From an optimization exercise on the open Yosys and OpenROAD flow, aimed at small area and few clock cycles; shortcuts taken in it are not production practice.
RTL that was checked went through simulation tests only; none was proved equivalent to the original.
No activity file was given, so power comes from the tool's default toggle rates.

## juniper
==> flow/design.v (excerpt) <==
module ups_q1 (
    input  wire        clk,
    input  wire        rst,
    input  wire        t_valid,
    input  wire [31:0] t_req,
    input  wire        t_byte_valid,
    input  wire [7:0]  t_byte,
    output wire        t_ready,
    input  wire        h_valid,
    input  wire [31:0] h_req,
    output wire        h_ready,
    output reg         h_resp_valid,
    output reg  [3:0]  h_resp_status,
    output reg  [31:0] h_resp_data,
    output reg         tx_valid,
    output reg  [2:0]  tx_len,
    output reg  [55:0] tx_bytes,
    output reg         evt_valid,
    output reg  [3:0]  evt_code,
    output reg  [31:0] evt_info
);
clock: 12.0 ns
lec_check: 0
cap_margin: 20
core_margin: 2
core_utilization: 70
slew_margin: 20
standard.sh (not shown) runs the stock make flow with config.mk's settings and CLKGATE_MAP_FILE= SYNTH_SCRIPT=/design/flow/synth_recipe.tcl, a recipe that flattens the netlist after the stock synthesis.
==> flow/flow/run.sh <==
#!/bin/bash
# The standard layout (standard.sh, unchanged synthesis), with:
# - the port buffers made from the smallest buffer cell;
# - clock tree: small sink clusters on small clock buffers, no dummy loads.
export BUFFER_PORTS_ARGS="-buffer_cell sky130_fd_sc_hd__buf_1"
export CTS_ARGS="-sink_clustering_enable -repair_clock_nets -sink_clustering_size 10 -sink_clustering_max_diameter 35 -buf_list sky130_fd_sc_hd__clkbuf_4 -tree_buf sky130_fd_sc_hd__clkbuf_8 -root_buf sky130_fd_sc_hd__clkbuf_8 -dont_use_dummy_load"
bash standard.sh finish > standard.log 2>&1
What quartz does differently from juniper at the input level:
--- a/flow/design.v
+++ b/flow/design.v
@@ -120,25 +120,25 @@
     wire [2:0]  cmd_len = !sel_tok ? ((h_sel[1:0] == 2'd3) ? 3'd3 : 3'd2) :
                           !h_sel[0] ? 3'd3 + {2'd0, n_two} :
                           3'd5 + {2'd0, n_two} + {2'd0, m_two};
     function [31:0] le_word;
         input [2:0] c;
         input [7:0] p;
         reg i1, i3, i4, id;
         begin
             i1 = (c == 3'd1);
             i3 = (c == 3'd3);
             i4 = (c == 3'd4);
             id = (c == 3'd2) || (c == 3'd5);
-            le_word = {8'd0, p & {8{id}}, 2'd0, p[5] & i3, p[7] & i1, i1, 1'b0, p[0] & i1,
+            le_word = {8'd0, p & {8{id}}, 2'd0, p[5] & i3, p[7] & i1, i1, 1'b0, p[6] & i1,
                        p[4] & i4, p[3:1] & {3{i4}}, p[0] & (i3 || i4), 1'b0, c};
         end
     endfunction
     function [19:0] dec5_dec;
         input [17:0] e;
         dec5_dec = {e[17] ? e[16:14] : 3'd0, e[17] ? 3'd0 : e[16:14], e[13:0]};
     endfunction
     reg        rd_ok;
     reg [31:0] rd_word;
     always @* begin
         rd_ok   = h_is_read;
         rd_word = 32'd0;
@@ -355,25 +355,25 @@
     wire tb_end   = tb_fire && b_last;                       
     wire tb_evt   = tb_end && (c_perr || b_unexp || b_ovl);
     wire dec      = tb_end && b_decode;
     wire commit   = dec && dec_ok;
     wire frm_clr  = (h_fire && h_is_close) || dec;
     reg        le_we;
     reg [2:0]  le_c;
     reg [7:0]  le_d;
     always @* begin
         le_we = 1'b1;
         if (h_err) begin
             le_c = h_is_cmd ? 3'd1 : 3'd5;
-            le_d = {h_is_cmd ? cmd_arg : h_req[31], h_req[30:24]};    
+            le_d = h_is_cmd ? {cmd_arg, h_sel[0], 6'd0} : h_req[31:24];
         end else if (tw_err) begin
             le_c = 3'd5;
             le_d = t_req[31:24];
         end else if (tb_fire && b_unexp) begin
             le_c = 3'd2;
             le_d = t_byte;
         end else if (tb_fire && b_ovl) begin
             le_c = 3'd3;
             le_d = {2'd0, kind, 4'd0, b_rating};
         end else begin
             le_c  = 3'd4;
             le_d  = {3'd0, !badf_n, fdone_n, kind};
[summary]
- Summary of quartz over juniper: post-placement worst setup slack went down by 220 ps; final design instance area without fill was more or less identical; non-clock buffer instance count of the final layout went up by 0.50%.
- The run showing the smaller global-route usage is juniper.
- Status: xor-xnor portion of the synthesized cell area parity (juniper, quartz)
- When quartz is measured against juniper, its number of global-route vias before repair turns out 185 higher.
- Total power of the final layout: higher on quartz
- quartz against juniper: signed area change from the synthesized netlist to the final layout decreased by 0.42 points relative to the old numbers; area fraction in compound gates after synthesis lower.
- Changes observed in quartz relative to juniper: first-iteration DRC count saw an increase; cell internal power dissipation saw little to no change; netlist area before placement saw an increase; worst-margin pin slew saw an increase.
Testbench counts of quartz, summed over its fixed seeds: cycles 9,304.
No functional check of the RTL was part of juniper.

-- re-timing with driven ports --
Ports are ideal in the flow. The routed layouts listed here were re-timed in OpenROAD.
Step 1 (the two cells are an assumption about what drives the block):
set clk [get_ports {clk}]
set_driving_cell -lib_cell sky130_fd_sc_hd__clkbuf_16 $clk
set_driving_cell -lib_cell sky130_fd_sc_hd__buf_2 [delete_from_list [all_inputs] $clk]
Step 2, shift: input delay + t, output delay - t, t = (earliest + latest rising clock arrival at the registers) / 2. This alone moves slack from input paths to output paths.
a / b / c = no drivers / after step 1 / after step 2; a / b = the first two.
run	t (ns)	setup WS [ns]	worst setup path at the end	latest minus earliest clock arrival (ns)	worst register clock-pin slew, ns
juniper	0.583	3.199 / 3.189 / 2.606	input to register	0.068 / 0.068	0.11 / 0.11
quartz	0.586	2.932 / 2.918 / 2.332	input to register	0.069 / 0.068	0.10 / 0.10
After both steps every run listed still meets setup and hold. For quartz, which loses most, drivers alone change the setup slack by -0.014 ns; drivers and shift together by -0.600 ns.
